From an optimization exercise on the open Yosys and OpenROAD flow, aimed at small area and a short achievable clock period; shortcuts taken in it are not production practice.
Where RTL was checked, it was by simulation tests only, not by an equivalence proof against the original.
Power and IR drop assume default switching activity.

// sde_top
module sde_top (
    input  wire        clk,
    input  wire        rst,
    input  wire        bus_valid,
    input  wire        bus_write,
    input  wire [7:0]  bus_addr,
    input  wire [1:0]  bus_size,      
    input  wire [31:0] bus_wdata,
    output wire        bus_ready,
    output reg         bus_rvalid,
    output reg  [31:0] bus_rdata,
    input  wire [31:0] int_st,        
    output reg         pwm_valid,
    output reg  [3:0]  pwm_op,
    output wire [1:0]  pwm_ph,
    output wire [31:0] pwm_data,
    input  wire [11:0] adc_raw,
    output reg         adc_valid,
    output reg  [1:0]  adc_op,
    input  wire [63:0] now_us
);
For scale: about 3,300 cells after synthesis, ~460 flip-flops, ~31,000 sq um of cells after synthesis.
export LEC_CHECK = 0
export CAP_MARGIN = 20
export CORE_MARGIN = 2
export CORE_UTILIZATION = 65
export CTS_BUF_LIST = sky130_fd_sc_hd__clkbuf_8
export CTS_CLUSTER_DIAMETER = 60
export CTS_CLUSTER_SIZE = 14
export SLEW_MARGIN = 20
create_clock -name core_clock -period 21.0 [get_ports {clk}]
standard.sh (not shown) runs the stock make flow with config.mk's settings and CLKGATE_MAP_FILE= SYNTH_SCRIPT=/design/flow/synth_recipe.tcl, a recipe that flattens the netlist after the stock synthesis.
==> flow/flow/run.sh <==
#!/bin/bash
set -euo pipefail
MARGIN=${SDE_SETUP_MARGIN:-11.5}
bash standard.sh SETUP_SLACK_MARGIN=$MARGIN \
    "BUFFER_PORTS_ARGS=-buffer_cell sky130_fd_sc_hd__buf_1" finish > flow_standard.log 2>&1
Rerun with:
--- a/flow/design.v
+++ b/flow/design.v
@@ -928,13 +928,13 @@
     output reg         bus_rvalid,
     output reg  [31:0] bus_rdata,
     input  wire [31:0] int_st,        
     output reg         pwm_valid,
     output reg  [3:0]  pwm_op,
     output wire [1:0]  pwm_ph,
-    output wire [31:0] pwm_data,
+    output reg  [31:0] pwm_data,
     input  wire [11:0] adc_raw,
     output reg         adc_valid,
     output reg  [1:0]  adc_op,
     input  wire [63:0] now_us
 );
     localparam [31:0] CARRIER_DEFAULT  = 32'h00067200;
@@ -1069,15 +1069,13 @@
     wire bus_legal   = (bus_size == 2'd2) && (bus_addr[1:0] == 2'b00);
     wire is_cmd_wr   = bus_write && (bus_size == 2'd2) && (bus_addr == A_CMD);
     wire st_idle     = !state[4];
     wire engine_free = st_idle && !irq;
     wire cmd_accept  = bus_valid && is_cmd_wr && engine_free;
     wire bus_fire    = bus_valid && bus_ready;
-    wire rdy_free = st_idle && !handler_reg;
-    wire rdy_hold = st_idle && handler_reg;
-    assign bus_ready = !is_cmd_wr || rdy_free || (rdy_hold && !(|int_st));
+    assign bus_ready = !is_cmd_wr || engine_free;
     wire [3:0] a_w    = bus_addr[5:2];
     wire       a_base = bus_legal && (bus_addr[7:6] == 2'b00);
     wire       a_phk  = bus_legal && (bus_addr[7:6] == 2'b01);
     wire [2:0] a_ph   = {a_phk && bus_addr[5:4] == 2'd2, a_phk && bus_addr[5:4] == 2'd1,
                          a_phk && bus_addr[5:4] == 2'd0};
     wire [3:0] a_fld  = {bus_addr[3:2] == 2'd3, bus_addr[3:2] == 2'd2,
@@ -1169,62 +1167,58 @@
                     if (!init_done) c_err[E_NOT_INIT] = 1'b1;
                 default: ;
             endcase
         end
     end
     assign pwm_ph = ph;      
-    reg [31:0] pwm_rest;
-    reg        pwm_isre;
-    assign pwm_data = pwm_rest | (int_st & {32{pwm_isre}});
     always @(*) begin
-        pwm_isre  = 1'b0;
         pwm_valid = 1'b0;
         pwm_op    = 4'd0;
-        pwm_rest  = 32'd0;
+        pwm_data  = 32'd0;
         adc_valid = 1'b0;
         adc_op    = 2'd0;
         case (state[3:0])
             S_PHINIT[3:0]: begin
                 pwm_valid = 1'b1;
                 case (sub)
                     3'd0: pwm_op = PWM_BIND_PIN;
-                    3'd1: begin pwm_op = PWM_BIND_PIN; pwm_rest = 32'd1; end
-                    3'd2: begin pwm_op = PWM_CONFIGURE; pwm_rest = CARRIER_DEFAULT; end
+                    3'd1: begin pwm_op = PWM_BIND_PIN; pwm_data = 32'd1; end
+                    3'd2: begin pwm_op = PWM_CONFIGURE; pwm_data = CARRIER_DEFAULT; end
                     3'd3: pwm_op = PWM_DEADTIME;
                     3'd4: pwm_op = PWM_ENABLE_INT;
                     default: pwm_op = PWM_START;
                 endcase
             end
             S_REGH[3:0]: begin
                 pwm_valid = 1'b1;
                 pwm_op    = PWM_REGISTER;
             end
             S_APPLY[3:0]: begin
                 pwm_valid = pend_ph;
                 pwm_op    = PWM_SET_DUTY;
-                pwm_rest  = {17'd0, apply_duty};
+                pwm_data  = {17'd0, apply_duty};
             end
             S_SETCAR[3:0]: begin
                 pwm_valid = 1'b1;
                 pwm_op    = PWM_SET_FREQUENCY;
-                pwm_rest  = arg & {32{arg_v}};
+                pwm_data  = arg & {32{arg_v}};
             end
             S_UPDF[3:0]: begin
                 pwm_valid = 1'b1;
                 pwm_op    = PWM_SET_FREQUENCY;
-                pwm_rest  = {13'd0, carrier};
+                pwm_data  = {13'd0, carrier};
             end
             S_ISR_E[3:0]: begin
                 pwm_valid = 1'b1;
                 pwm_op    = PWM_READ_STATUS;
-                pwm_isre  = 1'b1;
+                pwm_data  = int_st;
             end
             S_ISR_A[3:0]: begin
                 pwm_valid = 1'b1;
                 pwm_op    = PWM_CLEAR_STATUS;
-                pwm_rest  = isr_m;
+                pwm_data  = isr_m;
             end
             S_SREAD[3:0]: begin
                 adc_valid = 1'b1;
                 adc_op    = ADC_READ_RAW;
             end
             S_ADC0[3:0]: begin
Maximum frequency goes up by 4.0%.
Total power goes down by 4.6%.
Cell area goes down by 0.62%.
Non-clock buffer count goes down by 30.
Global-route usage goes up by 0.34 points.
Register-to-register slack gets worse by 0.33 ns.
Clock skew goes down by 0.0082 ns.
Worst setup slack gets better by 0.38 ns.
Utilization goes down by 1.5 points.
Hold slack gets worse by 0.0050 ns.
The RTL of the first run of this note was laid out without a check of its function.

-- re-timing with driven ports --
Ports are ideal in the flow. The routed layouts listed here were re-timed in OpenROAD. Step 1 (the two cells are an assumption about what drives the block):
set clk [get_ports {clk}]
set_driving_cell -lib_cell sky130_fd_sc_hd__clkbuf_16 $clk
set_driving_cell -lib_cell sky130_fd_sc_hd__buf_2 [delete_from_list [all_inputs] $clk]
Step 2 adds t to the input delays and takes it off the output delays; t is the mean of the earliest and latest rising clock arrival at the registers after step 1. Input paths then give back, and output paths get back, about the clock's delay inside the block. Slacks: ideal ports / drivers / drivers and shift; pairs: ideal ports / drivers.
run	t, ns	setup WS [ns]	worst data-port slew with drivers (ns)
the first run	0.736	11.009 / 10.967 / 10.738	0.15
the second run	0.675	11.391 / 11.337 / 11.028	0.09
After both steps setup and hold are still met in every run listed. The setup slack of the second run, which loses most, moves by -0.054 ns with the drivers and by -0.363 ns with both steps.
